Background: an optimization exercise with open tools, aiming at small area, a short achievable clock period and few clock cycles. Do not read the settings as production practice.
Function was checked by simulation only, so behaviour that the tests miss may differ from the original.

## flow/design.v (module list and top-level ports; edited modules follow where they fit)
// module f32_add: 25 lines
// module f32_addu: 67 lines
// module rca: 18 lines
// module rcc: 16 lines
// module f32_mul: 42 lines
// module mul24: 1696 lines
// module src_frac_div: 23 lines
// module gc_src_linear: 180 lines
module gc_src_linear (
    input  wire        clk,
    input  wire        rst,
    input  wire        start,
    input  wire [23:0] cfg_rs,
    input  wire [23:0] cfg_rt,
    input  wire [2:0]  cfg_chm1,
    input  wire        in_valid,
    output wire        in_ready,
    input  wire [31:0] in_data,
    output reg         out_valid,
    input  wire        out_ready,
    output reg  [31:0] out_data
);
  // ...
==> flow/run.sh <==
#!/bin/bash
# synth_recipe.tcl (not shown) runs the flow's synth.tcl, then flattens the netlist and writes it again
# the make line also repeats each setting of config.mk as NAME=value (left out here)
make -C /OpenROAD-flow-scripts/flow DESIGN_CONFIG=/design/flow/config.mk WORK_HOME=/design/flow/orfs CLKGATE_MAP_FILE= SYNTH_SCRIPT=/design/flow/synth_recipe.tcl finish
==> flow/config.mk <==
export PLATFORM = sky130hd
export DESIGN_NAME = gc_src_linear
export DESIGN_NICKNAME = gc_src_linear
export VERILOG_FILES = /design/flow/design.v
export SDC_FILE = /design/flow/constraint.sdc
export NUM_CORES = 4
export LEC_CHECK = 0
export ABC_AREA = 1
export CAP_MARGIN = 20
export CORE_MARGIN = 2
export CORE_UTILIZATION = 55
export SETUP_SLACK_MARGIN = 5
export SLEW_MARGIN = 20
==> flow/constraint.sdc <==
create_clock -name core_clock -period 125.0 [get_ports {clk}]
set_input_delay 25.0000 -clock core_clock [delete_from_list [all_inputs] [get_ports {clk}]]
set_output_delay 25.0000 -clock core_clock [all_outputs]
set_load 0.01 [all_outputs]
==> results.txt, run 1 <==
clk tree area frac = 3.94%
min Tclk post-route = 28470 ps
Overflow after GRT = 0
FP Rows = 133
status = complete, no violations
Worst Setup Start Kind = flip-flop
bufs w/o clock = 235
r2r setup slk = 98800 ps
predominant post-synthesis flop cell = dfxtp_1
worst slack at placement = 96640 ps
Biggest Area Class = multi-input gates
CTS sink cnt = 890
commonest non-fill, non-tap cells in the layout = nand2_1, inv_1, o21ai_0
CTS root buf = clkbuf_16
Synth Area in Compound Gates = 15.2%
n_taps = 1755
GPL Wtd Cong = 0.935
reg2reg end = s_m[28]
register area = 21500 um2
design area = 78100 um2
post-synth top area share = 15.3%
final std cells w/o fill = 11000
CTS tree = done
Bufs on Longest Clock Path = 3
ant diodes = 0
HP Class = flip-flop to flip-flop
routed vias = 63000
met3 WL = 14800 um
htree depth = 3
Die Width = 367 um
Reg2Reg Depth = 135
post-CTS setup buffers = 0
M2 GR Usage = 49.2%
cell taking the most area after synthesis = edfxtp_1
main combinational cell family by area after synthesis = simple AND/OR/NAND/NOR gates
post-route core utilization = 59.6%
Testbench counts, summed over its fixed seeds: cycles 276,178.
==> module f32_addu, before the edit <==
module f32_addu #(parameter RIPPLE = 0) (
    input  wire [31:0] a,
    input  wire [31:0] b,
    output wire        s,
    output wire [7:0]  e,
    output wire [23:0] m,
    output wire        rnd,
    output wire        nan,
    output wire        inf,
    output wire        zero
);
    wire        bgt, bgt_r;
    rcc #(31) u_cmp (.a(b[30:0]), .b(~a[30:0]), .ci(1'b0), .co(bgt_r));
    assign bgt = RIPPLE ? bgt_r : (b[30:0] > a[30:0]);
    wire        swap = bgt;
    wire [31:0] x = swap ? b : a;
    wire [31:0] v = swap ? a : b;
    wire        sx = x[31];
    wire [7:0]  ex = x[30:23];
    wire [7:0]  ev = v[30:23];
    wire        eff_sub = a[31] ^ b[31];
    wire        xn = ex != 8'd0;
    wire        vn = ev != 8'd0;
    wire [7:0]  exe = ex | {7'b0, !xn};
    wire [7:0]  d  = exe - (ev | {7'b0, !vn});
    wire [26:0] a0 = {vn, v[22:0], 3'b000};
    wire [26:0] a1 = d[0] ? {1'b0,  a0[26:1]} : a0;
    wire        t1 = d[0] & a0[0];
    wire [26:0] a2 = d[1] ? {2'b0,  a1[26:2]} : a1;
    wire        t2 = t1 | (d[1] & (|a1[1:0]));
    wire [26:0] a3 = d[2] ? {4'b0,  a2[26:4]} : a2;
    wire        t3 = t2 | (d[2] & (|a2[3:0]));
    wire [26:0] a4 = d[3] ? {8'b0,  a3[26:8]} : a3;
    wire        t4 = t3 | (d[3] & (|a3[7:0]));
    wire [26:0] a5 = d[4] ? {16'b0, a4[26:16]} : a4;
    wire        t5 = t4 | (d[4] & (|a4[15:0]));
    wire        far = |d[7:5];
    wire [26:0] sml = far ? 27'b0 : a5;
    wire        stk = far ? (vn | (|v[22:0])) : t5;
    wire [26:0] big = {xn, x[22:0], 3'b000};
    wire [27:0] sum = {1'b0, big} + ({1'b0, sml[26:1], sml[0] | stk} ^ {28{eff_sub}}) + {27'b0, eff_sub};
    reg  [4:0] lz;
    integer i;
    always @* begin
        lz = 5'd27;
        for (i = 0; i < 28; i = i + 1)
            if (sum[i]) lz = 5'd27 - i[4:0];
    end
    wire        zero_s = (sum == 28'b0);
    wire        lim = {3'b0, lz} > exe;
    wire [4:0]  sh  = lim ? exe[4:0] : lz;
    wire [27:0] n0 = sh[4] ? {sum[11:0], 16'b0} : sum;
    wire [27:0] n1 = sh[3] ? {n0[19:0], 8'b0} : n0;
    wire [27:0] n2 = sh[2] ? {n1[23:0], 4'b0} : n1;
    wire [27:0] n3 = sh[1] ? {n2[25:0], 2'b0} : n2;
    wire [27:0] n  = sh[0] ? {n3[26:0], 1'b0} : n3;
    wire [8:0]  e_res = {1'b0, exe} + 9'd1 - {4'b0, sh};
    wire [7:0]  e_fld = n[27] ? e_res[7:0] : 8'd0;
    wire        xspec = &ex;
    assign rnd  = n[3] & (n[4] | n[2] | n[1] | n[0]);
    assign e    = e_fld;
    assign m    = n[27:4];
    assign nan  = xspec & ((|x[22:0]) | ((&ev) & eff_sub));
    assign inf  = (xspec & !nan) | e_res[8] | (&e_res[7:0]);
    assign zero = !xspec && zero_s;
    assign s    = zero_s ? (sx & !eff_sub) : sx;
endmodule
==> module f32_mul, before the edit <==
module f32_mul (
    input  wire        sa,
    input  wire [7:0]  ea,
    input  wire [23:0] ma,
    input  wire        a_rnd,
    input  wire        a_nan,
    input  wire        a_inf,
    input  wire        a_zero,
    input  wire [31:0] b,
    output wire [31:0] y
);
    wire [7:0]  eb = b[30:23];
    wire        an = ea != 8'd0;
    wire        b_zero = eb == 8'd0;
    wire        a_ovf  = a_inf || ((ea == 8'd254) && (&ma[22:0]) && a_rnd);
    wire [23:0] mb = {1'b1, b[22:0]};
    wire [47:0] p;
    mul24 u_m (.a(ma), .b(mb), .c(a_rnd), .p(p));
    wire [9:0]  e0  = {2'b0, ea | {7'b0, !an}} + {2'b0, eb} - 10'd127;
    wire        nrm = !e0[9] && (e0 != 10'd0);
    wire [9:0]  rs  = 10'd1 - e0;
    wire [4:0]  sh  = nrm ? {4'b0, p[47]} : rs[4:0];
    wire [25:0] s0 = p[47:22];
    wire        t0 = |p[21:0];
    wire [25:0] s1 = sh[4] ? {16'b0, s0[25:16]} : s0;
    wire        t1 = t0 | (sh[4] & (|s0[15:0]));
    wire [25:0] s2 = sh[3] ? {8'b0,  s1[25:8]}  : s1;
    wire        t2 = t1 | (sh[3] & (|s1[7:0]));
    wire [25:0] s3 = sh[2] ? {4'b0,  s2[25:4]}  : s2;
    wire        t3 = t2 | (sh[2] & (|s2[3:0]));
    wire [25:0] s4 = sh[1] ? {2'b0,  s3[25:2]}  : s3;
    wire        t4 = t3 | (sh[1] & (|s3[1:0]));
    wire [25:0] n  = sh[0] ? {1'b0,  s4[25:1]}  : s4;
    wire        st = t4 | (sh[0] & s4[0]);
    wire [7:0]  e_fld = nrm ? (e0[7:0] + {7'b0, p[47]}) : {7'b0, n[24]};
    wire        rnd   = n[0] & (st | n[1]);
    wire [30:0] pk    = {e_fld, n[23:1]} + {30'b0, rnd};
    assign y = (a_nan || (a_ovf && b_zero)) ? {1'b0, 8'hFF, 1'b1, 22'b0} :
               a_ovf                        ? {sa, 8'hFF, 23'b0} :
               (a_zero || b_zero)           ? {sa, 31'b0} :
                                              {sa, pk};
endmodule
==> module src_frac_div, before the edit <==
module src_frac_div (
    input  wire [47:0] q,
    input  wire        rnz,
    output wire [31:0] frac
);
    reg [4:0] lz;
    integer i;
    always @* begin
        lz = 5'd0;
        for (i = 24; i < 48; i = i + 1)
            if (q[i]) lz = 5'd47 - i[4:0];
    end
    wire [47:0] s0 = lz[4] ? {q[31:0], 16'b0} : q;
    wire [47:0] s1 = lz[3] ? {s0[39:0], 8'b0} : s0;
    wire [47:0] s2 = lz[2] ? {s1[43:0], 4'b0} : s1;
    wire [47:0] s3 = lz[1] ? {s2[45:0], 2'b0} : s2;
    wire [47:0] s4 = lz[0] ? {s3[46:0], 1'b0} : s3;
    wire        st  = (|s4[22:0]) | rnz;
    wire        rnd = s4[23] & (st | s4[24]);
    wire [7:0]  e   = 8'd126 - {3'b0, lz};
    wire [30:0] r   = {e, s4[46:24]} + {30'b0, rnd};
    assign frac = (q[47:24] == 24'b0) ? 32'b0 : {1'b0, r};
endmodule
==> module gc_src_linear, before the edit <==
module gc_src_linear (
    input  wire        clk,
    input  wire        rst,
    input  wire        start,
    input  wire [23:0] cfg_rs,
    input  wire [23:0] cfg_rt,
    input  wire [2:0]  cfg_chm1,
    input  wire        in_valid,
    output wire        in_ready,
    input  wire [31:0] in_data,
    output reg         out_valid,
    input  wire        out_ready,
    output reg  [31:0] out_data
);
    reg [31:0] pr [0:7];
    reg [31:0] cr [0:7];
    reg [2:0]  chm1;
    wire [2:0] hd = 3'd7 - chm1;
    wire [31:0] p_h = pr[hd];
    wire [31:0] c_h = cr[hd];
    wire load;
    integer k;
    always @(posedge clk) begin
        for (k = 0; k < 7; k = k + 1) begin
            pr[k] <= pr[k+1];
            cr[k] <= cr[k+1];
        end
        pr[7] <= load ? c_h : p_h;
        cr[7] <= load ? in_data : c_h;
    end
    reg        act;           
    reg        ini;           
    reg [2:0]  ph;            
    reg [2:0]  ldc;           
    reg        lf;            
    reg        ow;            
    reg [2:0]  ec;            
    reg        fst;           
    reg        zp;            
    reg [24:0] acc;
    reg [23:0] rs_q, rt_q;
    reg        last;          
    reg [1:0]  cnt;           
    reg [31:0] sk;            
    reg        s_v;           
    reg [31:0] s_p, s_m;      
    reg [47:0] q;
    reg [23:0] r;
    reg [47:0] qs;            
    reg [23:0] rr;            
    reg        qv;            
    reg        dv;            
    reg [6:0]  dcnt;
    wire iss_ok = !(s_v && cnt[1]) && (ec != chm1 || qv);
    wire issue = ow && (ph == ec) && iss_ok;
    wire fdone = issue && (ec == chm1);        
    assign in_ready = act && !ini && (ph == ldc) && !lf &&
                      (!ow || (last && ((ldc < ec) || ((ldc == ec) && iss_ok))));
    assign load = in_valid && in_ready;
    wire fcomp = lf || (load && (ldc == chm1));      
    wire odone = !ow || (fdone && last);            
    wire promote = fcomp && odone;
    wire [24:0] acc_a = fdone ? acc + {1'b0, rs_q} : acc;
    wire [24:0] acc_p = acc_a - {1'b0, rt_q};
    wire [24:0] acc_n = promote ? acc_p : acc_a;
    wire        ow_n  = promote ? (acc_p < {1'b0, rt_q}) : (ow && !(fdone && last));
    wire [25:0] lst_a = {1'b0, acc_a} + {2'b0, rs_q} - {2'b0, rt_q};
    wire [25:0] lst_p = lst_a - {2'b0, rt_q};
    wire        last_n = promote ? !lst_p[25] : !lst_a[25];
    reg         rge;
    wire [47:0] q_st;
    wire [23:0] rsum, rdif;
    wire        rsum_c, rdif_c, rnx_c;
    rca #(48) u_qa (.a(q), .b(qs), .ci(rge), .s(q_st), .co());
    rca #(24) u_ra (.a(r), .b(rr), .ci(1'b0), .s(rsum), .co(rsum_c));
    rca #(24) u_rb (.a(rsum), .b(~rt_q), .ci(1'b1), .s(rdif), .co(rdif_c));
    wire [23:0] r_st = rge ? rdif : rsum;
    wire [23:0] rnx;
    wire        rnx_a;
    rca #(24) u_rc (.a(r_st), .b(rr), .ci(1'b0), .s(rnx), .co(rnx_a));
    rcc #(24) u_rd (.a(rnx), .b(~rt_q), .ci(1'b1), .co(rnx_c));
    wire        rge_n = rnx_a | rnx_c;
    wire [31:0] fr;           
    src_frac_div u_fr (.q(q), .rnz(r != 24'b0), .frac(fr));
    wire [24:0] d2  = {rr, (dcnt < 7'd24) ? rs_q[5'd23 - dcnt[4:0]] : 1'b0};
    wire [24:0] dd;
    wire        dd_c;
    rca #(25) u_dv (.a(d2), .b({1'b1, ~rt_q}), .ci(1'b1), .s(dd), .co(dd_c));
    wire        dge = dd_c;
    wire [31:0] prev_s = zp ? 32'b0 : p_h;
    wire [31:0] scaled, y;
    wire        d_s, d_rnd, d_nan, d_inf, d_zero;
    wire [7:0]  d_e;
    wire [23:0] d_m;
    f32_addu u_sub (.a(c_h), .b({~prev_s[31], prev_s[30:0]}), .s(d_s), .e(d_e), .m(d_m),
                    .rnd(d_rnd), .nan(d_nan), .inf(d_inf), .zero(d_zero));
    f32_mul  u_mul (.sa(d_s), .ea(d_e), .ma(d_m), .a_rnd(d_rnd), .a_nan(d_nan), .a_inf(d_inf),
                    .a_zero(d_zero), .b(fr), .y(scaled));
    f32_add u_add (.a(s_p),  .b(s_m), .y(y));
    wire pop = out_valid && out_ready;
    wire mv  = s_v && (!cnt[1] || pop);       
    always @(posedge clk) begin
        if (rst) begin
            act <= 1'b0;
            ow <= 1'b0;
            lf <= 1'b0;
            dv <= 1'b0;
            cnt <= 2'd0;
            s_v <= 1'b0;
            out_valid <= 1'b0;
            ini <= 1'b0;
        end else if (start) begin
            ini <= 1'b1;
            chm1 <= cfg_chm1;
            rs_q <= cfg_rs;
            rt_q <= cfg_rt;
        end else if (ini) begin
            ini <= 1'b0;
            act <= 1'b1;
            acc <= {1'b0, rt_q};
            rge <= 1'b0;
            last <= 1'b1;
            ph <= 3'd0;
            ldc <= 3'd0;
            ec <= 3'd0;
            lf <= 1'b0;
            ow <= 1'b0;
            fst <= 1'b1;
            zp <= 1'b1;
            q <= 48'b0;
            r <= 24'b0;
            rr <= 24'b0;
            qv <= 1'b0;
            dv <= 1'b1;
            dcnt <= 7'd0;
            cnt <= 2'd0;
            s_v <= 1'b0;
            out_valid <= 1'b0;
        end else begin
            ph <= (ph == chm1) ? 3'd0 : ph + 3'd1;
            if (load) ldc <= (ldc == chm1) ? 3'd0 : ldc + 3'd1;
            if (issue) ec <= (ec == chm1) ? 3'd0 : ec + 3'd1;
            lf <= fcomp && !promote;
            ow <= ow_n;
            acc <= acc_n;
            last <= last_n;
            if (promote) begin
                fst <= 1'b0;
                if (!fst) zp <= 1'b0;
            end
            if (dv) begin
                rr <= dge ? dd[23:0] : d2[23:0];
                qs <= {qs[46:0], dge};
                dcnt <= dcnt + 7'd1;
                if (dcnt == 7'd71) dv <= 1'b0;
            end
            if (dv && dcnt == 7'd71) qv <= 1'b1;
            if (fdone) begin
                q <= q_st;
                r <= r_st;
                rge <= rge_n;
            end
            if (!s_v || mv) begin
                s_p <= prev_s;
                s_m <= scaled;
            end
            s_v <= issue || (s_v && !mv);
            if (mv && (cnt == 2'd0 || (cnt == 2'd1 && pop))) out_data <= y;
            else if (pop && cnt[1]) out_data <= sk;
            if (mv && ((cnt == 2'd1 && !pop) || (cnt[1] && pop))) sk <= y;
            if (mv && !pop) begin
                cnt <= cnt + 2'd1;
                out_valid <= 1'b1;
            end else if (!mv && pop) begin
                cnt <= cnt - 2'd1;
                out_valid <= cnt[1];
            end
        end
    end
endmodule
==> run 2: changes to the inputs <==
--- a/flow/design.v
+++ b/flow/design.v
@@ -31,17 +31,19 @@
     output wire [23:0] m,
     output wire        rnd,
     output wire        nan,
     output wire        inf,
     output wire        zero
 );
     wire        bgt, bgt_r;
     rcc #(31) u_cmp (.a(b[30:0]), .b(~a[30:0]), .ci(1'b0), .co(bgt_r));
-    assign bgt = RIPPLE ? bgt_r : (b[30:0] > a[30:0]);
+    wire        bgt_k;
+    bka #(31) u_cmpk (.a(b[30:0]), .b(~a[30:0]), .ci(1'b0), .s(), .co(bgt_k));
+    assign bgt = RIPPLE ? bgt_r : bgt_k;
     wire        swap = bgt;
     wire [31:0] x = swap ? b : a;
     wire [31:0] v = swap ? a : b;
     wire        sx = x[31];
     wire [7:0]  ex = x[30:23];
     wire [7:0]  ev = v[30:23];
     wire        eff_sub = a[31] ^ b[31];
     wire        xn = ex != 8'd0;
@@ -58,17 +60,19 @@
     wire [26:0] a4 = d[3] ? {8'b0,  a3[26:8]} : a3;
     wire        t4 = t3 | (d[3] & (|a3[7:0]));
     wire [26:0] a5 = d[4] ? {16'b0, a4[26:16]} : a4;
     wire        t5 = t4 | (d[4] & (|a4[15:0]));
     wire        far = |d[7:5];
     wire [26:0] sml = far ? 27'b0 : a5;
     wire        stk = far ? (vn | (|v[22:0])) : t5;
     wire [26:0] big = {xn, x[22:0], 3'b000};
-    wire [27:0] sum = {1'b0, big} + ({1'b0, sml[26:1], sml[0] | stk} ^ {28{eff_sub}}) + {27'b0, eff_sub};
+    wire [27:0] sum;
+    bka #(28) u_sum (.a({1'b0, big}), .b({1'b0, sml[26:1], sml[0] | stk} ^ {28{eff_sub}}),
+                     .ci(eff_sub), .s(sum), .co());
     reg  [4:0] lz;
     integer i;
     always @* begin
         lz = 5'd27;
         for (i = 0; i < 28; i = i + 1)
             if (sum[i]) lz = 5'd27 - i[4:0];
     end
     wire        zero_s = (sum == 28'b0);
@@ -119,26 +123,66 @@
     genvar i;
     generate
         for (i = 0; i < W; i = i + 1) begin : g
             assign c[i+1] = (a[i] & b[i]) | (c[i] & (a[i] | b[i]));
         end
     endgenerate
     assign co = c[W];
 endmodule
+module rsg #(parameter W = 8) (
+    input  wire [W-1:0] a,
+    input  wire [W-1:0] b,
+    input  wire         ci,
+    output wire         sg
+);
+    wire c;
+    rcc #(W-1) u (.a(a[W-2:0]), .b(b[W-2:0]), .ci(ci), .co(c));
+    assign sg = a[W-1] ^ b[W-1] ^ c;
+endmodule
+module bka #(parameter W = 8) (
+    input  wire [W-1:0] a,
+    input  wire [W-1:0] b,
+    input  wire         ci,
+    output wire [W-1:0] s,
+    output wire         co
+);
+    reg [W-1:0] p, g;
+    integer i, j;
+    always @* begin
+        p = a ^ b;
+        g = a & b;
+        g[0] = g[0] | (p[0] & ci);
+        for (i = 1; (1 << i) <= W; i = i + 1)
+            for (j = (1 << i) - 1; j < W; j = j + (1 << i)) begin
+                g[j] = g[j] | (p[j] & g[j - (1 << (i - 1))]);
+                p[j] = p[j] & p[j - (1 << (i - 1))];
+            end
+        for (i = 16; i > 0; i = i - 1)
+            if ((1 << i) <= W)
+                for (j = (1 << i) + (1 << (i - 1)) - 1; j < W; j = j + (1 << i)) begin
+                    g[j] = g[j] | (p[j] & g[j - (1 << (i - 1))]);
+                    p[j] = p[j] & p[j - (1 << (i - 1))];
+                end
+    end
+    wire [W:0] c = {g, ci};
+    assign s  = a ^ b ^ c[W-1:0];
+    assign co = c[W];
+endmodule
 module f32_mul (
     input  wire        sa,
     input  wire [7:0]  ea,
     input  wire [23:0] ma,
     input  wire        a_rnd,
     input  wire        a_nan,
     input  wire        a_inf,
     input  wire        a_zero,
     input  wire [31:0] b,
-    output wire [31:0] y
+    output wire [31:0] y,        
+    output wire        y_rnd
 );
     wire [7:0]  eb = b[30:23];
     wire        an = ea != 8'd0;
     wire        b_zero = eb == 8'd0;
     wire        a_ovf  = a_inf || ((ea == 8'd254) && (&ma[22:0]) && a_rnd);
     wire [23:0] mb = {1'b1, b[22:0]};
     wire [47:0] p;
     mul24 u_m (.a(ma), .b(mb), .c(a_rnd), .p(p));
@@ -155,21 +199,22 @@
     wire [25:0] s3 = sh[2] ? {4'b0,  s2[25:4]}  : s2;
     wire        t3 = t2 | (sh[2] & (|s2[3:0]));
     wire [25:0] s4 = sh[1] ? {2'b0,  s3[25:2]}  : s3;
     wire        t4 = t3 | (sh[1] & (|s3[1:0]));
     wire [25:0] n  = sh[0] ? {1'b0,  s4[25:1]}  : s4;
     wire        st = t4 | (sh[0] & s4[0]);
     wire [7:0]  e_fld = nrm ? (e0[7:0] + {7'b0, p[47]}) : {7'b0, n[24]};
     wire        rnd   = n[0] & (st | n[1]);
-    wire [30:0] pk    = {e_fld, n[23:1]} + {30'b0, rnd};
+    wire [30:0] pk    = {e_fld, n[23:1]};
     assign y = (a_nan || (a_ovf && b_zero)) ? {1'b0, 8'hFF, 1'b1, 22'b0} :
                a_ovf                        ? {sa, 8'hFF, 23'b0} :
                (a_zero || b_zero)           ? {sa, 31'b0} :
                                               {sa, pk};
+    assign y_rnd = !(a_nan || a_ovf || a_zero || b_zero) && rnd;
 endmodule
 module mul24 (input wire [23:0] a, input wire [23:0] b, input wire c, output wire [47:0] p);
     wire one0 = b[0] ^ 1'b0;
     wire two0 = (b[1] & ~b[0] & ~1'b0) | (~b[1] & b[0] & 1'b0);
     wire neg0 = b[1] & ~(b[0] & 1'b0);
     wire one1 = b[2] ^ b[1];
     wire two1 = (b[3] & ~b[2] & ~b[1]) | (~b[3] & b[2] & b[1]);
     wire neg1 = b[3] & ~(b[2] & b[1]);
@@ -1855,17 +1900,17 @@
     assign t641 = t546 ^ t547 ^ pp12_21;
     assign t642 = (t546 & t547) | (t546 & pp12_21) | (t547 & pp12_21);
     assign t643 = t548 ^ t549 ^ 1'b1;
     assign t644 = (t548 & t549) | (t548 & 1'b1) | (t549 & 1'b1);
     assign t645 = t550 ^ se11 ^ pp12_23;
     assign t646 = (t550 & se11) | (t550 & pp12_23) | (se11 & pp12_23);
     wire [47:0] ra = {t644, t642, t640, t638, t636, t634, t632, t630, t628, t626, t624, t622, t620, t618, t616, t614, t612, t610, t608, t606, t604, t602, t600, t598, t596, t594, t592, t590, t588, t586, t584, t582, t580, t578, t576, t574, t572, t570, t568, t566, t564, t562, t560, t558, t556, t554, t552, t551};
     wire [47:0] rb = {t645, t643, t641, t639, t637, t635, t633, t631, t629, t627, t625, t623, t621, t619, t617, t615, t613, t611, t609, t607, t605, t603, t601, t599, t597, t595, t593, t591, t589, t587, t585, t583, t581, t579, t577, t575, t573, t571, t569, t567, t565, t563, t561, t559, t557, t555, t553, cb0};
-    assign p = ra + rb;
+    bka #(48) u_cpa (.a(ra), .b(rb), .ci(1'b0), .s(p), .co());
 endmodule
 module src_frac_div (
     input  wire [47:0] q,
     input  wire        rnz,
     output wire [31:0] frac
 );
     reg [4:0] lz;
     integer i;
@@ -1877,191 +1922,267 @@
     wire [47:0] s0 = lz[4] ? {q[31:0], 16'b0} : q;
     wire [47:0] s1 = lz[3] ? {s0[39:0], 8'b0} : s0;
     wire [47:0] s2 = lz[2] ? {s1[43:0], 4'b0} : s1;
     wire [47:0] s3 = lz[1] ? {s2[45:0], 2'b0} : s2;
     wire [47:0] s4 = lz[0] ? {s3[46:0], 1'b0} : s3;
     wire        st  = (|s4[22:0]) | rnz;
     wire        rnd = s4[23] & (st | s4[24]);
     wire [7:0]  e   = 8'd126 - {3'b0, lz};
-    wire [30:0] r   = {e, s4[46:24]} + {30'b0, rnd};
+    wire [30:0] v = {e, s4[46:24]};
+    wire [31:0] c;
+    wire [30:0] r;
+    assign c[0] = rnd;
+    genvar k;
+    generate
+        for (k = 0; k < 31; k = k + 1) begin : g
+            assign r[k]   = v[k] ^ c[k];
+            assign c[k+1] = v[k] & c[k];
+        end
+    endgenerate
     assign frac = (q[47:24] == 24'b0) ? 32'b0 : {1'b0, r};
 endmodule
 module gc_src_linear (
     input  wire        clk,
     input  wire        rst,
     input  wire        start,
     input  wire [23:0] cfg_rs,
     input  wire [23:0] cfg_rt,
     input  wire [2:0]  cfg_chm1,
     input  wire        in_valid,
     output wire        in_ready,
     input  wire [31:0] in_data,
     output reg         out_valid,
     input  wire        out_ready,
     output reg  [31:0] out_data
 );
+    reg [2:0]  chm1;
+    reg [6:0]  tsel;          
+    reg [23:0] rs_q, rt_q;
     reg [31:0] pr [0:7];
     reg [31:0] cr [0:7];
-    reg [2:0]  chm1;
-    wire [2:0] hd = 3'd7 - chm1;
-    wire [31:0] p_h = pr[hd];
-    wire [31:0] c_h = cr[hd];
+    wire [31:0] p_h = pr[0];
+    wire [31:0] c_h = cr[0];
     wire load;
+    wire [31:0] p_in = load ? c_h : p_h;        
+    wire [31:0] c_in = load ? in_data : c_h;
     integer k;
     always @(posedge clk) begin
         for (k = 0; k < 7; k = k + 1) begin
-            pr[k] <= pr[k+1];
-            cr[k] <= cr[k+1];
+            pr[k] <= tsel[k] ? p_in : pr[k+1];
+            cr[k] <= tsel[k] ? c_in : cr[k+1];
         end
-        pr[7] <= load ? c_h : p_h;
-        cr[7] <= load ? in_data : c_h;
+        pr[7] <= p_in;
+        cr[7] <= c_in;
     end
     reg        act;           
     reg        ini;           
+    reg        ir;            
     reg [2:0]  ph;            
     reg [2:0]  ldc;           
     reg        lf;            
     reg        ow;            
     reg [2:0]  ec;            
     reg        fst;           
     reg        zp;            
-    reg [24:0] acc;
-    reg [23:0] rs_q, rt_q;
+    reg [25:0] acc;           
     reg        last;          
     reg [1:0]  cnt;           
-    reg [31:0] sk;            
     reg        s_v;           
-    reg [31:0] s_p, s_m;      
+    reg        qv;            
+    reg        dv;            
+    reg [6:0]  dcnt;
     reg [47:0] q;
     reg [23:0] r;
+    reg        rge;           
     reg [47:0] qs;            
     reg [23:0] rr;            
-    reg        qv;            
-    reg        dv;            
-    reg [6:0]  dcnt;
+    function [2:0] inc;
+        input [2:0] v;
+        inc = (v == chm1) ? 3'd0 : v + 3'd1;
+    endfunction
     wire iss_ok = !(s_v && cnt[1]) && (ec != chm1 || qv);
-    wire issue = ow && (ph == ec) && iss_ok;
-    wire fdone = issue && (ec == chm1);        
-    assign in_ready = act && !ini && (ph == ldc) && !lf &&
-                      (!ow || (last && ((ldc < ec) || ((ldc == ec) && iss_ok))));
-    assign load = in_valid && in_ready;
-    wire fcomp = lf || (load && (ldc == chm1));      
-    wire odone = !ow || (fdone && last);            
-    wire promote = fcomp && odone;
-    wire [24:0] acc_a = fdone ? acc + {1'b0, rs_q} : acc;
-    wire [24:0] acc_p = acc_a - {1'b0, rt_q};
-    wire [24:0] acc_n = promote ? acc_p : acc_a;
-    wire        ow_n  = promote ? (acc_p < {1'b0, rt_q}) : (ow && !(fdone && last));
-    wire [25:0] lst_a = {1'b0, acc_a} + {2'b0, rs_q} - {2'b0, rt_q};
-    wire [25:0] lst_p = lst_a - {2'b0, rt_q};
-    wire        last_n = promote ? !lst_p[25] : !lst_a[25];
-    reg         rge;
+    wire issue  = ow && (ph == ec) && iss_ok;
+    wire fdone  = issue && (ec == chm1);         
+    assign in_ready = ir;
+    assign load = in_valid && ir;
+    wire [25:0] fz  = fdone ? {2'b0, rs_q} : 26'b0;
+    wire [25:0] nrt = ~{2'b0, rt_q};
+    wire [25:0] rsz = {2'b0, rs_q};
+    wire [25:0] a_f, a_fp;
+    rca #(26) u_af (.a(acc), .b(fz), .ci(1'b0), .s(a_f), .co());
+    wire [25:0] k1s = acc ^ fz ^ nrt;
+    wire [25:0] k1c = (acc & fz) | (acc & nrt) | (fz & nrt);
+    rca #(26) u_afp (.a(k1s), .b({k1c[24:0], 1'b0}), .ci(1'b1), .s(a_fp), .co());
+    wire [25:0] k2s = acc ^ fz ^ rsz;
+    wire [25:0] k2c = (acc & fz) | (acc & rsz) | (fz & rsz);
+    wire [25:0] k3s = k1s ^ {k1c[24:0], 1'b0} ^ rsz;
+    wire [25:0] k3c = (k1s & {k1c[24:0], 1'b0}) | (k1s & rsz) | ({k1c[24:0], 1'b0} & rsz);
+    wire        lf_s, lp_s;
+    rsg #(26) u_lf (.a(k2s), .b({k2c[24:0], 1'b0}), .ci(1'b0), .sg(lf_s));
+    rsg #(26) u_lp (.a(k3s), .b({k3c[24:0], 1'b0}), .ci(1'b1), .sg(lp_s));
+    wire odone = !ow || (fdone && last);                 
+    wire fc0   = lf;                                     
+    wire fc1   = lf || (ldc == chm1);                    
+    wire pr0   = fc0 && odone;
+    wire pr1   = fc1 && odone;
+    wire ow_s  = ow && !(fdone && last);
+    wire [2:0] ph_nx  = inc(ph);
+    wire [2:0] ec_nx  = issue ? inc(ec) : ec;
+    wire [2:0] ldc_1  = inc(ldc);
+    wire pop = out_valid && out_ready;
+    wire mv0 = s_v && !cnt[1];
+    wire mv1 = s_v;
+    wire mv  = pop ? mv1 : mv0;
+    wire sv_0 = issue || (s_v && !mv0);
+    wire sv_1 = issue || (s_v && !mv1);
+    wire [1:0] cn_00 = cnt + {1'b0, mv0};
+    wire [1:0] cn_01 = cnt + {1'b0, mv1} - 2'd1;
+    function irn;
+        input l, p;
+        reg       prm, lfn, own, lsn, svn, ldq;
+        reg [2:0] ldn;
+        reg [1:0] cnn;
+        begin
+            prm = l ? pr1 : pr0;
+            lfn = (l ? fc1 : fc0) && !prm;
+            own = prm ? a_fp[25] : ow_s;
+            lsn = prm ? !lp_s : !lf_s;
+            ldn = l ? ldc_1 : ldc;
+            svn = p ? sv_1 : sv_0;
+            cnn = p ? cn_01 : cn_00;
+            ldq = (ldn == ec_nx) && !(svn && cnn[1]) && (ec_nx != chm1 || qv || (dv && dcnt == 7'd71));
+            irn = (ph_nx == ldn) && !lfn && (!own || (lsn && ((ldn < ec_nx) || ldq)));
+        end
+    endfunction
+    wire ir00 = irn(1'b0, 1'b0);
+    wire ir01 = irn(1'b0, 1'b1);
+    wire ir10 = irn(1'b1, 1'b0);
+    wire ir11 = irn(1'b1, 1'b1);
     wire [47:0] q_st;
     wire [23:0] rsum, rdif;
-    wire        rsum_c, rdif_c, rnx_c;
     rca #(48) u_qa (.a(q), .b(qs), .ci(rge), .s(q_st), .co());
-    rca #(24) u_ra (.a(r), .b(rr), .ci(1'b0), .s(rsum), .co(rsum_c));
-    rca #(24) u_rb (.a(rsum), .b(~rt_q), .ci(1'b1), .s(rdif), .co(rdif_c));
+    rca #(24) u_ra (.a(r), .b(rr), .ci(1'b0), .s(rsum), .co());
+    rca #(24) u_rb (.a(rsum), .b(~rt_q), .ci(1'b1), .s(rdif), .co());
     wire [23:0] r_st = rge ? rdif : rsum;
     wire [23:0] rnx;
-    wire        rnx_a;
+    wire        rnx_a, rnx_c;
     rca #(24) u_rc (.a(r_st), .b(rr), .ci(1'b0), .s(rnx), .co(rnx_a));
     rcc #(24) u_rd (.a(rnx), .b(~rt_q), .ci(1'b1), .co(rnx_c));
     wire        rge_n = rnx_a | rnx_c;
     wire [31:0] fr;           
     src_frac_div u_fr (.q(q), .rnz(r != 24'b0), .frac(fr));
     wire [24:0] d2  = {rr, (dcnt < 7'd24) ? rs_q[5'd23 - dcnt[4:0]] : 1'b0};
     wire [24:0] dd;
     wire        dd_c;
     rca #(25) u_dv (.a(d2), .b({1'b1, ~rt_q}), .ci(1'b1), .s(dd), .co(dd_c));
-    wire        dge = dd_c;
     wire [31:0] prev_s = zp ? 32'b0 : p_h;
-    wire [31:0] scaled, y;
     wire        d_s, d_rnd, d_nan, d_inf, d_zero;
     wire [7:0]  d_e;
     wire [23:0] d_m;
+    wire [31:0] m_y;
+    wire        m_rnd;
     f32_addu u_sub (.a(c_h), .b({~prev_s[31], prev_s[30:0]}), .s(d_s), .e(d_e), .m(d_m),
                     .rnd(d_rnd), .nan(d_nan), .inf(d_inf), .zero(d_zero));
     f32_mul  u_mul (.sa(d_s), .ea(d_e), .ma(d_m), .a_rnd(d_rnd), .a_nan(d_nan), .a_inf(d_inf),
-                    .a_zero(d_zero), .b(fr), .y(scaled));
-    f32_add u_add (.a(s_p),  .b(s_m), .y(y));
-    wire pop = out_valid && out_ready;
-    wire mv  = s_v && (!cnt[1] || pop);       
+                    .a_zero(d_zero), .b(fr), .y(m_y), .y_rnd(m_rnd));
+    reg [31:0] s_p, s_m;
+    reg        s_r;
+    wire [30:0] s_mr;
+    bka #(31) u_mr (.a(s_m[30:0]), .b(31'b0), .ci(s_r), .s(s_mr), .co());
+    wire [31:0] y;
+    f32_add u_add (.a(s_p), .b({s_m[31], s_mr}), .y(y));
+    always @(posedge clk) begin
+        if (!s_v || mv) begin
+            s_p <= prev_s;
+            s_m <= m_y;
+            s_r <= m_rnd;
+        end
+        if (mv && (cnt == 2'd0 || (cnt == 2'd1 && pop))) out_data <= y;
+        else if (pop && cnt[1]) out_data <= sk;
+        if (mv && ((cnt == 2'd1 && !pop) || (cnt[1] && pop))) sk <= y;
+    end
+    reg [31:0] sk;            
+    always @(posedge clk) begin
+        if (start) begin
+            chm1 <= cfg_chm1;
+            tsel <= 7'd1 << cfg_chm1;
+            rs_q <= cfg_rs;
+            rt_q <= cfg_rt;
+        end
+        if (ini) begin
+            q <= 48'b0;
+            r <= 24'b0;
+            rge <= 1'b0;
+            rr <= 24'b0;
+            dcnt <= 7'd0;
+        end else begin
+            if (fdone) begin
+                q <= q_st;
+                r <= r_st;
+                rge <= rge_n;
+            end
+            if (dv) begin
+                rr <= dd_c ? dd[23:0] : d2[23:0];
+                qs <= {qs[46:0], dd_c};
+                dcnt <= dcnt + 7'd1;
+            end
+        end
+    end
     always @(posedge clk) begin
         if (rst) begin
             act <= 1'b0;
+            ini <= 1'b0;
+            ir <= 1'b0;
             ow <= 1'b0;
             lf <= 1'b0;
             dv <= 1'b0;
             cnt <= 2'd0;
             s_v <= 1'b0;
             out_valid <= 1'b0;
-            ini <= 1'b0;
         end else if (start) begin
             ini <= 1'b1;
-            chm1 <= cfg_chm1;
-            rs_q <= cfg_rs;
-            rt_q <= cfg_rt;
+            ir <= 1'b0;
         end else if (ini) begin
             ini <= 1'b0;
             act <= 1'b1;
-            acc <= {1'b0, rt_q};
-            rge <= 1'b0;
+            ir <= 1'b1;
+            acc <= 26'b0;
             last <= 1'b1;
             ph <= 3'd0;
             ldc <= 3'd0;
             ec <= 3'd0;
             lf <= 1'b0;
             ow <= 1'b0;
             fst <= 1'b1;
             zp <= 1'b1;
-            q <= 48'b0;
-            r <= 24'b0;
-            rr <= 24'b0;
             qv <= 1'b0;
             dv <= 1'b1;
-            dcnt <= 7'd0;
             cnt <= 2'd0;
             s_v <= 1'b0;
             out_valid <= 1'b0;
         end else begin
-            ph <= (ph == chm1) ? 3'd0 : ph + 3'd1;
-            if (load) ldc <= (ldc == chm1) ? 3'd0 : ldc + 3'd1;
-            if (issue) ec <= (ec == chm1) ? 3'd0 : ec + 3'd1;
-            lf <= fcomp && !promote;
-            ow <= ow_n;
-            acc <= acc_n;
-            last <= last_n;
-            if (promote) begin
+            ph <= ph_nx;
+            ec <= ec_nx;
+            if (load) ldc <= ldc_1;
+            ir <= act && (load ? (pop ? ir11 : ir10) : (pop ? ir01 : ir00));
+            lf <= load ? (fc1 && !pr1) : (fc0 && !pr0);
+            if (load ? pr1 : pr0) begin
+                acc <= a_fp;
+                ow <= a_fp[25];
+                last <= !lp_s;
                 fst <= 1'b0;
                 if (!fst) zp <= 1'b0;
+            end else begin
+                acc <= a_f;
+                ow <= ow_s;
+                last <= !lf_s;
             end
-            if (dv) begin
-                rr <= dge ? dd[23:0] : d2[23:0];
-                qs <= {qs[46:0], dge};
-                dcnt <= dcnt + 7'd1;
-                if (dcnt == 7'd71) dv <= 1'b0;
-            end
-            if (dv && dcnt == 7'd71) qv <= 1'b1;
-            if (fdone) begin
-                q <= q_st;
-                r <= r_st;
-                rge <= rge_n;
-            end
-            if (!s_v || mv) begin
-                s_p <= prev_s;
-                s_m <= scaled;
-            end
-            s_v <= issue || (s_v && !mv);
-            if (mv && (cnt == 2'd0 || (cnt == 2'd1 && pop))) out_data <= y;
-            else if (pop && cnt[1]) out_data <= sk;
-            if (mv && ((cnt == 2'd1 && !pop) || (cnt[1] && pop))) sk <= y;
-            if (mv && !pop) begin
-                cnt <= cnt + 2'd1;
-                out_valid <= 1'b1;
-            end else if (!mv && pop) begin
-                cnt <= cnt - 2'd1;
-                out_valid <= cnt[1];
+            if (dv && dcnt == 7'd71) begin
+                dv <= 1'b0;
+                qv <= 1'b1;
             end
+            s_v <= pop ? sv_1 : sv_0;
+            cnt <= pop ? cn_01 : cn_00;
+            out_valid <= pop ? (cn_01 != 2'd0) : (cn_00 != 2'd0);
         end
     end
 endmodule
==> flow/config.mk (replaced) <==
export PLATFORM = sky130hd
export DESIGN_NAME = gc_src_linear
export DESIGN_NICKNAME = gc_src_linear
export VERILOG_FILES = /design/flow/design.v
export SDC_FILE = /design/flow/constraint.sdc
export NUM_CORES = 4
export LEC_CHECK = 0
export ABC_AREA = 1
export CAP_MARGIN = 20
export CORE_MARGIN = 2
export CORE_UTILIZATION = 40
export SETUP_SLACK_MARGIN = 5
export SLEW_MARGIN = 20
==> results.txt, run 2 <==
total track usage = 22.6%
r2r setup slk = 99340 ps (+540 ps)
final WL = 211000 um
Worst setup endpoint = out_data[30]
commonest non-fill, non-tap cells in the layout = nand2_1, inv_1, o21ai_0
RR Startpoint = zp
Overflow after GRT = 0 (unchanged)
Largest regs = cr x256, pr x256
Synth Net Count = 10200
CTS clk-pin slew, worst paths = 70 ps
GPL Wtd Cong = 0.922 (-1.4%)
clk_skew = 83.8 ps
commonest non-fill, non-tap cell in the layout = nand2_1
Skew-Pair Late Insertion Delay = 770 ps
PostCTS Resize Cnt = 0
hpwl dp = 157000 um
max-slew violation count = 0
number of synthesized flops with an enable pin = 274
Final #Nets = 10000
count of cell types in the netlist = 76
num ports = 122
Top delay family on crit path = buffers and inverters
register area share after synthesis = 28.9%
Bufs on Longest Clock Path = 3 (unchanged)
flops & latches, synth = 900
met3 Use GR = 3.61%
htree depth = 3 (unchanged)
Area Growth Syn to Fin = 8.68%
routed vias = 61400 (-2.6%)
cell taking the most area after synthesis = dfxtp_1
layout cells sized above 1 = 4.67%
Slew @ Worst Pin = 1040 ps
router iterations before antenna repair = 8
gr busiest metal = met2
WP data arrival = 28430 ps
reg2reg end = s_r
setup tns final = 0 ps
cell area after synthesis = 72000 um2
post-synth top area share = 17.4% (+2.1 points)
crit path cell chain = clkdlybuf4s50_1 > nand2_1 > inv_1 > o21ai_0 > nor2_2 > buf_4 > clkinv_1 > o21ai_4
antenna violations before repair = 13
FMAX = 35.6 MHz
FP Rows = 155 (+17%)
predominant post-synthesis flop cell = dfxtp_1
# fillers = 17900
vias in the first global route = 58600
Reg2Reg Depth = 120 (-11%)
Cells after Synth = 9166
crit path kind = primary input to flip-flop
slew margin rel. = 30.5%
CTS Hold Bufs = 0
IO buf count = 121
syn avg cell area = 7.85 um2
YS warnings = 10
multi-input logic area = 44600 um2
unrepaired setup endpoints after global routing = false
core box area = 179000 um2
Final Hold Vio Count = 0
DRC viols = 0
Post-synth top cells = nand2_1, inv_1, o21ai_0
slowest cell delay on critical path = 900 ps
Vert. Die Dim = 428 um
HP Class = flip-flop to flip-flop
Num CTS Buffers = 96
register area = 20800 um2 (-3.5%)
Slowest-stage cell, CP = clkinv_1
Buf/Inv on CP = 4
largest net degree at the start of global routing = 93
wire per inst = 18.4 um
post-route ant nets = 0
WP data required = 125330 ps
die area = 183000 um2
Initial Util = 40.3%
CTS tree = done
Worst Setup Start Kind = primary input
max-cap violations = 0
CTS sink cnt = 900 (+1.1%)
crit-path max FO = 33
min Tclk post-route = 28100 ps (-373 ps)
M2 GR Usage = 36.0% (-13 points)
Critical Path Sink Type = flip-flop
most frequent cell after synthesis = nand2_1
status = complete, no violations
Hold WS = 419 ps
Crit. Startpoint = out_ready
Iter 0 DRT Violations = 5320
Async SR Flop Fraction = 0%
Synth area leaders = dfxtp_1, fa_1, edfxtp_1, nand2_1, o21ai_0
post-CTS setup buffers = 0 (unchanged)
Worst path depth = 8
# setup viols final = 0
DR vias/cell = 5.36
final period utilization = 22.5%
met1 usage = 31.8%
Die Width = 428 um (+17%)
CTS root buf = clkbuf_16
first-pass GRT wire length = 332000 um
[run 2: cell types whose count changed after synthesis, moves of 99 or more]
cell	delta
o21ai_0	+428
nor2_1	-168
a21oi_1	-117
fa_1	+115
dfxtp_1	+105
clkbuf_1	+99
[run 2: metrics by stage]
stage               instance area, um2  setup slack (ps)  instances  utilization, %
finish                           78200             96900      11500            43.8
global route                     78200             96640      11500            43.8
CTS                              78200             97300      11500            43.8
detailed placement               75000             96530      11300            42.0
global placement                 75000             96580      11300            42.0
floorplan                        72000             97110       9166               -
[run 2: tightest hold or removal path: cells and delay by family, from the launching register on]
kind             cells  cell delay (ps)
flip-flops           1              300
AND/OR/NAND/NOR      1               40
AO/OA/AOI/OAI        1               50
[run 2: layer usage]
metal | routed length [um] | part of all wire, %
met1 | 96300 | 46
met2 | 94400 | 45
met3 | 15300 | 7.2
met4 | 5270 | 2.5
met5 | 22 | 0.010
[run 2: final cells by class]
type / instances / share of cell area (%)
Antenna cell: 3 / 0.00960
Clock inverter: 38 / 0.610
Tap cell: 2355 / 3.77
Inverter: 1258 / 6.06
Multi-Input combinational cell: 6537 / 57.0
Timing Repair Buffer: 227 / 2.59
Clock buffer: 136 / 3.42
Sequential cell: 900 / 26.6
[run 2: worst min-delay path by stage]
stage / start / to / slack [ps] / cells after the start
after floorplan: cr[1][0] / cr[0][0] / 410 / 2
after global placement: cr[5][2] / cr[4][2] / 410 / 2
after detailed placement: pr[1][7] / pr[0][7] / 420 / 2
after CTS: pr[1][20] / pr[0][20] / 420 / 2
after global routing: cr[1][6] / cr[0][6] / 430 / 2
final: pr[1][20] / pr[0][20] / 420 / 2
[run 2: logic make-up (layout without fill, tap and decap cells)]
logic type | count (synthesis) | in the layout | synth area share (%)
compound gates | 1994 | 1994 | 15.2
xor+xnor | 488 | 488 | 5.96
other cells | 1 | 4 | 0.00521
buf+inv | 1729 | 1659 | 9.29
flops | 900 | 900 | 28.9
mux | 59 | 59 | 0.821
fa+ha+maj | 933 | 933 | 21.9
simple gates | 3062 | 3062 | 17.9
Testbench counts of run 2, summed over its fixed seeds: cycles 276,178.
==> run 3: changes to the inputs <==
--- a/flow/design.v
+++ b/flow/design.v
@@ -1956,21 +1956,19 @@
 );
     reg [2:0]  chm1;
-    reg [6:0]  tsel;          
+    reg [2:0]  hd;            
     reg [23:0] rs_q, rt_q;
     reg [31:0] pr [0:7];
     reg [31:0] cr [0:7];
-    wire [31:0] p_h = pr[0];
-    wire [31:0] c_h = cr[0];
+    wire [31:0] p_h = pr[hd];
+    wire [31:0] c_h = cr[hd];
     wire load;
-    wire [31:0] p_in = load ? c_h : p_h;        
-    wire [31:0] c_in = load ? in_data : c_h;
     integer k;
     always @(posedge clk) begin
         for (k = 0; k < 7; k = k + 1) begin
-            pr[k] <= tsel[k] ? p_in : pr[k+1];
-            cr[k] <= tsel[k] ? c_in : cr[k+1];
+            pr[k] <= pr[k+1];
+            cr[k] <= cr[k+1];
         end
-        pr[7] <= p_in;
-        cr[7] <= c_in;
+        pr[7] <= load ? c_h : p_h;               
+        cr[7] <= load ? in_data : c_h;
     end
     reg        act;           
@@ -2105,5 +2103,5 @@
         if (start) begin
             chm1 <= cfg_chm1;
-            tsel <= 7'd1 << cfg_chm1;
+            hd <= ~cfg_chm1;
             rs_q <= cfg_rs;
             rt_q <= cfg_rt;
==> results.txt, run 3 <==
WP data arrival = 28480 ps (+50 ps)
die area = 178000 um2 (-3.0%)
commonest non-fill, non-tap cells in the layout = nand2_1, inv_1, o21ai_0
cell taking the most area after synthesis = dfxtp_1
Num CTS Buffers = 91 (-5.2%)
Cells after DPL = 10700 (-5.5%)
antenna violations before repair = 9 (-4)
register area share after synthesis = 29.6% (+0.72 points)
max-cap violations = 0 (unchanged)
cell area after synthesis = 69800 um2 (-3.0%)
FP Rows = 153 (-1.3%)
met3 WL = 15300 um (+0.37%)
Overflow after GRT = 0 (unchanged)
Area Growth Syn to Fin = 9.52%
post-route core utilization = 44.0% (+0.25 points)
final period utilization = 22.5% (+0.042 points)
GPL Wtd Cong = 0.949 (+2.9%)
core box area = 174000 um2 (-2.8%)
total track usage = 23.9% (+1.3 points)
FMAX = 35.5 MHz (-0.19%)
CTS clk-pin slew, worst paths = 60 ps (about the same)
Post-DP Area = 73300 um2 (-2.3%)
HP Class = flip-flop to flip-flop
Bufs on Longest Clock Path = 3 (unchanged)
commonest non-fill, non-tap cell in the layout = nand2_1
YS warnings = 10 (unchanged)
min Tclk post-route = 28150 ps (+52.2 ps)
Slowest-stage cell, CP = nor2_4
DR vias/cell = 5.46 (+1.9%)
final std cells w/o fill = 10800 (-5.5%)
crit path kind = primary input to flip-flop
Async SR Flop Fraction = 0% (unchanged)
largest net degree at the start of global routing = 91 (-2.2%)
worst slack at placement = 96140 ps (-389 ps)
router iterations before antenna repair = 6 (-2)
crit-path max FO = 41 (+24%)
met2 WL post-DR = 96600 um (+2.4%)
Initial Util = 40.2% (-0.084 points)
most frequent cell after synthesis = nand2_1
Cells after Synth = 8496 (-7.3%)
clk_skew = 38.8 ps (-44.9 ps)
Iter 0 DRT Violations = 5341 (+0.39%)
# fillers = 17400 (-2.9%)
htree depth = 3 (unchanged)
wire per inst = 19.9 um (+7.9%)
IO buf count = 121 (unchanged)
layout cells sized above 1 = 5.72% (+1.0 points)
design area = 76400 um2 (-2.2%)
post-CTS setup buffers = 0 (unchanged)
status = complete, no violations
crit path cell chain = clkdlybuf4s50_1 > nand2_1 > inv_1 > o21ai_0 > nor2_4 > inv_2 > o21ai_4
number of synthesized flops with an enable pin = 270 (-1.5%)
slowest cell delay on critical path = 850 ps (-50 ps)
# setup viols final = 0 (unchanged)
DRC viols = 0 (unchanged)
count of cell types in the netlist = 80 (+5.3%)
syn avg cell area = 8.22 um2 (+4.7%)
hpwl dp = 159000 um (+0.98%)
final WL = 216000 um (+2.0%)
Die Width = 422 um (-1.5%)
PostCTS Resize Cnt = 0 (unchanged)
Post-synth top cells = nand2_1, inv_1, o21ai_0
Largest regs = cr x256, pr x256
met1 wire length = 96400 um (about the same)
CTS Hold Bufs = 0 (unchanged)
Critical Path Sink Type = flip-flop
first-pass GRT wire length = 338000 um (+1.8%)
CTS root buf = clkbuf_16
final worst slack = 96850 ps (-52.2 ps)
Final Hold Vio Count = 0 (unchanged)
post-route ant nets = 0 (unchanged)
max-slew violation count = 0 (unchanged)
num ports = 122 (unchanged)
Highest Signal Layer = met5
vias in the first global route = 58500 (-0.31%)
Vert. Die Dim = 422 um (-1.5%)
Skew-Pair Late Insertion Delay = 720 ps (-50 ps)
Synth area leaders = dfxtp_1, fa_1, edfxtp_1, nand2_1, ha_1
post-synth top area share = 18.0% (+0.54 points)
Final #Nets = 9441 (-6.0%)
Worst Setup Start Kind = primary input
Hold WS = 327 ps (-91.5 ps)
routed vias = 59100 (-3.6%)
unrepaired setup endpoints after global routing = false
slew margin rel. = 21.8% (-8.6 points)
CTS sink cnt = 896 (-0.44%)
Slew @ Worst Pin = 1160 ps (+121 ps)
setup tns final = 0 ps (unchanged)
Synth Net Count = 9513 (-6.6%)
WP data required = 125330 ps (about the same)
flops & latches, synth = 896 (-0.44%)
predominant post-synthesis flop cell = dfxtp_1
CTS tree = done
[run 3: cell types whose count changed after synthesis, sizes merged, moves of 22 or more]
cell and delta:
nand4 +22, a221oi +54, buf +35, nor2 +41, nand3 +59, o21ai -424, clkbuf -88, inv -142
a21oi +29, nand2 -398, a22o +34, a22oi +70, mux2i +24
[run 3: path summary, 6_finish.rpt]
check	slack, ps	cells after the start	endpoint	startpoint
min reg2reg	330	0	pr[6][27]	pr[7][27]
min	330	0	pr[6][27]	pr[7][27]
max	96850	7	out_data[18]	out_ready
max reg2reg	99120	127	s_r	hd[0]
[run 3: cell type report]
class | instances | area (um2) | area share (%)
antenna | 6 | 15.0 | 0.0196
clock buffer | 124 | 2560 | 3.35
clock inverter | 43 | 606 | 0.792
inverter | 1124 | 4220 | 5.52
multi-input combinational | 6058 | 43300 | 56.6
sequential | 896 | 20600 | 27.0
tap | 2325 | 2910 | 3.81
timing repair buffer | 253 | 2200 | 2.87
[run 3: metal layers]
| metal | vias to the layer above | global-route usage [%] |
|---|---|---|
| met5 | - | 0 |
| met4 | 8 | 7.56 |
| met3 | 392 | 3.76 |
| met2 | 2128 | 37.9 |
| met1 | 28500 | 33.3 |
| li1 | 28100 | - |
[run 3: worst max-delay path: cells and delay by family]
kind	cells	cell delay, ps
compound gates	2	920
buf+inv	3	1260
simple gates	2	1270
[run 3: logic make-up (layout without fill, tap and decap cells)]
| kind of cell | Yosys count | in the layout | synth area share (%) |
|---|---|---|---|
| compound gates | 1786 | 1786 | 15.1 |
| other cells | 1 | 7 | 0.00537 |
| xor+xnor | 489 | 489 | 6.15 |
| simple gates | 2769 | 2769 | 16.9 |
| mux | 83 | 83 | 1.19 |
| flops | 896 | 896 | 29.6 |
| fa+ha+maj | 930 | 930 | 22.6 |
| buf+inv | 1542 | 1544 | 8.54 |
Testbench counts of run 3, summed over its fixed seeds: cycles 276,178.
==> run 4: changes to the inputs <==
--- a/flow/design.v
+++ b/flow/design.v
@@ -2008,13 +2008,9 @@
     wire [25:0] a_f, a_fp;
     rca #(26) u_af (.a(acc), .b(fz), .ci(1'b0), .s(a_f), .co());
-    wire [25:0] k1s = acc ^ fz ^ nrt;
-    wire [25:0] k1c = (acc & fz) | (acc & nrt) | (fz & nrt);
-    rca #(26) u_afp (.a(k1s), .b({k1c[24:0], 1'b0}), .ci(1'b1), .s(a_fp), .co());
-    wire [25:0] k2s = acc ^ fz ^ rsz;
-    wire [25:0] k2c = (acc & fz) | (acc & rsz) | (fz & rsz);
-    wire [25:0] k3s = k1s ^ {k1c[24:0], 1'b0} ^ rsz;
-    wire [25:0] k3c = (k1s & {k1c[24:0], 1'b0}) | (k1s & rsz) | ({k1c[24:0], 1'b0} & rsz);
+    rca #(26) u_afp (.a(a_f), .b(nrt), .ci(1'b1), .s(a_fp), .co());
+    wire [25:0] k3s = a_f ^ nrt ^ rsz;
+    wire [25:0] k3c = (a_f & nrt) | (a_f & rsz) | (nrt & rsz);
     wire        lf_s, lp_s;
-    rsg #(26) u_lf (.a(k2s), .b({k2c[24:0], 1'b0}), .ci(1'b0), .sg(lf_s));
+    rsg #(26) u_lf (.a(a_f), .b(rsz), .ci(1'b0), .sg(lf_s));
     rsg #(26) u_lp (.a(k3s), .b({k3c[24:0], 1'b0}), .ci(1'b1), .sg(lp_s));
     wire odone = !ow || (fdone && last);                 
@@ -2028,11 +2024,8 @@
     wire [2:0] ldc_1  = inc(ldc);
     wire pop = out_valid && out_ready;
-    wire mv0 = s_v && !cnt[1];
-    wire mv1 = s_v;
-    wire mv  = pop ? mv1 : mv0;
-    wire sv_0 = issue || (s_v && !mv0);
-    wire sv_1 = issue || (s_v && !mv1);
-    wire [1:0] cn_00 = cnt + {1'b0, mv0};
-    wire [1:0] cn_01 = cnt + {1'b0, mv1} - 2'd1;
+    wire mv  = s_v && !cnt[1];
+    wire sv_n = issue || (s_v && !mv);
+    wire [1:0] cn_00 = cnt + {1'b0, mv};
+    wire [1:0] cn_01 = cnt + {1'b0, mv} - 2'd1;
     function irn;
         input l, p;
@@ -2046,5 +2039,5 @@
             lsn = prm ? !lp_s : !lf_s;
             ldn = l ? ldc_1 : ldc;
-            svn = p ? sv_1 : sv_0;
+            svn = sv_n;
             cnn = p ? cn_01 : cn_00;
             ldq = (ldn == ec_nx) && !(svn && cnn[1]) && (ec_nx != chm1 || qv || (dv && dcnt == 7'd71));
@@ -2095,7 +2088,6 @@
             s_r <= m_rnd;
         end
-        if (mv && (cnt == 2'd0 || (cnt == 2'd1 && pop))) out_data <= y;
-        else if (pop && cnt[1]) out_data <= sk;
-        if (mv && ((cnt == 2'd1 && !pop) || (cnt[1] && pop))) sk <= y;
+        if (pop || (mv && cnt == 2'd0)) out_data <= cnt[1] ? sk : y;
+        if (mv && cnt == 2'd1) sk <= y;
     end
     reg [31:0] sk;            
@@ -2179,5 +2171,5 @@
                 qv <= 1'b1;
             end
-            s_v <= pop ? sv_1 : sv_0;
+            s_v <= sv_n;
             cnt <= pop ? cn_01 : cn_00;
             out_valid <= pop ? (cn_01 != 2'd0) : (cn_00 != 2'd0);
==> results.txt, run 4 <==
status = complete, no violations
CTS root buf = clkbuf_16
final period utilization = 21.7% (-0.81 points)
predominant post-synthesis flop cell = dfxtp_1
max-slew violation count = 0 (unchanged)
hpwl dp = 157000 um (-1.5%)
Iter 0 DRT Violations = 5238 (-1.9%)
Cells after DPL = 10300 (-2.9%)
DR vias/cell = 5.48 (+0.39%)
Worst Setup Start Kind = primary input
Worst Hold End = pr[0][15]
FMAX = 36.8 MHz (+3.7%)
Synth area leaders = dfxtp_1, fa_1, edfxtp_1, nand2_1, ha_1
WP data required = 125440 ps (+110 ps)
worst hold start = pr[1][15]
reg2reg end = s_r
Synth Net Count = 9243 (-2.8%)
CTS tree = done
slew margin rel. = 20.0% (-1.8 points)
setup tns final = 0 ps (unchanged)
layout cells sized above 1 = 5.74% (+0.020 points)
YS warnings = 10 (unchanged)
post-CTS setup buffers = 0 (unchanged)
Critical Path Sink Type = flip-flop
Overflow after GRT = 0 (unchanged)
largest net degree at the start of global routing = 113 (+24%)
antenna violations before repair = 8 (-1)
number of synthesized flops with an enable pin = 270 (unchanged)
htree depth = 3 (unchanged)
HP Class = flip-flop to flip-flop
Final Hold Vio Count = 0 (unchanged)
design area = 74800 um2 (-2.2%)
min Tclk post-route = 27140 ps (-1020 ps)
die area = 174000 um2 (-2.4%)
count of cell types in the netlist = 77 (-3.8%)
cell area after synthesis = 68100 um2 (-2.4%)
crit-path max FO = 49 (+20%)
register area share after synthesis = 30.3% (+0.73 points)
syn avg cell area = 8.24 um2 (+0.25%)
commonest non-fill, non-tap cells in the layout = nand2_1, inv_1, o21ai_0
CTS Hold Bufs = 0 (unchanged)
Bufs on Longest Clock Path = 3 (unchanged)
PostCTS Resize Cnt = 0 (unchanged)
# setup viols final = 0 (unchanged)
core box area = 169000 um2 (-2.5%)
Final #Nets = 9189 (-2.7%)
worst slack at placement = 97190 ps (+1050 ps)
Async SR Flop Fraction = 0% (unchanged)
Cells after Synth = 8272 (-2.6%)
Slew @ Worst Pin = 1200 ps (+35.0 ps)
wire per inst = 20.0 um (+0.54%)
Die Width = 417 um (-1.2%)
Vert. Die Dim = 417 um (-1.2%)
post-route core utilization = 44.2% (+0.14 points)
max-cap violations = 0 (unchanged)
DRC viols = 0 (unchanged)
commonest non-fill, non-tap cell in the layout = nand2_1
CTS clk-pin slew, worst paths = 70 ps (about the same)
WP data arrival = 27580 ps (-900 ps)
post-route ant nets = 0 (unchanged)
final std cells w/o fill = 10500 (-2.9%)
clk_skew = 86.4 ps (+47.5 ps)
post-synth top area share = 18.4% (+0.44 points)
WHS Path Cells = 0 (unchanged)
Initial Util = 40.2% (+0.045 points)
most frequent cell after synthesis = nand2_1
Post-DP Area = 71600 um2 (-2.3%)
Area Growth Syn to Fin = 9.75%
final worst slack = 97860 ps (+1020 ps)
num ports = 122 (unchanged)
vias in the first global route = 56500 (-3.4%)
IO buf count = 121 (unchanged)
Reg2Reg Depth = 121 (-4.7%)
Hold WS = 330 ps (+2.39 ps)
r2r setup slk = 99790 ps (+670 ps)
router iterations before antenna repair = 6 (unchanged)
total track usage = 23.9% (about the same)
Largest regs = cr x256, pr x256
first-pass GRT wire length = 328000 um (-2.9%)
cell taking the most area after synthesis = dfxtp_1
Post-synth top cells = nand2_1, inv_1, o21ai_0
GPL Wtd Cong = 0.941 (-0.77%)
crit path kind = primary input to flip-flop
Num CTS Buffers = 92 (+1.1%)
final WL = 210000 um (-2.4%)
routed vias = 57600 (-2.5%)
RR Startpoint = hd[0]
Skew-Pair Late Insertion Delay = 740 ps (+20 ps)
flops & latches, synth = 896 (unchanged)
unrepaired setup endpoints after global routing = false
FP Rows = 151 (-1.3%)
CTS sink cnt = 896 (unchanged)
run 4: how the worst max path moves through the flow:
stage	cells after the start	start	slack, ps	end
after floorplan	5	rst	97610	lf
after detailed placement	9	in_valid	97190	acc[23]
after global placement	9	in_valid	97180	acc[23]
final	9	in_valid	97860	acc[23]
after CTS	9	in_valid	97960	acc[23]
after global routing	125	hd[0]	97580	s_m[22]
run 4: metal layers:
layer	track usage, %	up-vias	wire (um)
met3	4.12	373	14700
li1	-	27500	-
met1	31.8	27800	90900
met5	0	-	80
met2	39.2	1990	96800
met4	8.30	12	7830
run 4: layout make-up:
type                       count  area, um2
antenna                        2       5.00
clock buffer                 133       2650
clock inverter                37        544
fill                       16700      94500
inverter                    1058       3970
multi-input combinational   5903      41900
sequential                   896      20600
tap                         2218       2780
timing repair buffer         267       2300
run 4: logic make-up after synthesis:
| kind of cell | synth area share (%) |
|---|---|
| adder cells (fa/ha/maj) | 22.0 |
| flip-flops | 30.3 |
| multiplexers | 1.35 |
| AO/OA/AOI/OAI | 15.4 |
| other | 0.00550 |
| XOR/XNOR | 5.88 |
| AND/OR/NAND/NOR | 16.8 |
| buffers and inverters | 8.33 |
run 4: critical path: stages:
cell and delay (ps):
clkdlybuf4s50_1 460, nand2_1 560, o21ai_0 350, inv_1 120
nor2_2 120, buf_4 430, inv_1 260, o21ai_0 210
a21oi_1 60
Testbench counts of run 4, summed over its fixed seeds: cycles 276,178.

==> what the ideal ports hide <==
Ports are ideal in the flow. The routed layouts listed here were re-timed in OpenROAD. Step 1 assumes that a clkbuf_16 drives the clock port and a buf_2 every other input. Step 2 times the ports against the registers' clock, not the clock port: input delays grow and output delays shrink by t, the midpoint of the rising clock arrivals with the driver on. Three values: ideal, step 1, step 2; two values: the first two.
run	shift t [ns]	slack for setup (ns)	worst hold slack (ns)	slew at the worst register clock pin (ns)
run 1	0.776	96.525 / 96.445 / 96.645	0.324 / 0.324 / 0.324	0.07 / 0.07
run 2	0.818	96.898 / 96.940 / 96.123	0.419 / 0.419 / 0.419	0.07 / 0.07
run 3	0.774	96.846 / 96.897 / 96.122	0.327 / 0.327 / 0.327	0.07 / 0.07
run 4	0.773	97.862 / 97.847 / 97.074	0.330 / 0.330 / 0.330	0.07 / 0.07
After both steps every run listed still meets setup and hold. The setup slack of run 4, which loses most, moves by -0.015 ns with the drivers and by -0.788 ns with both steps.
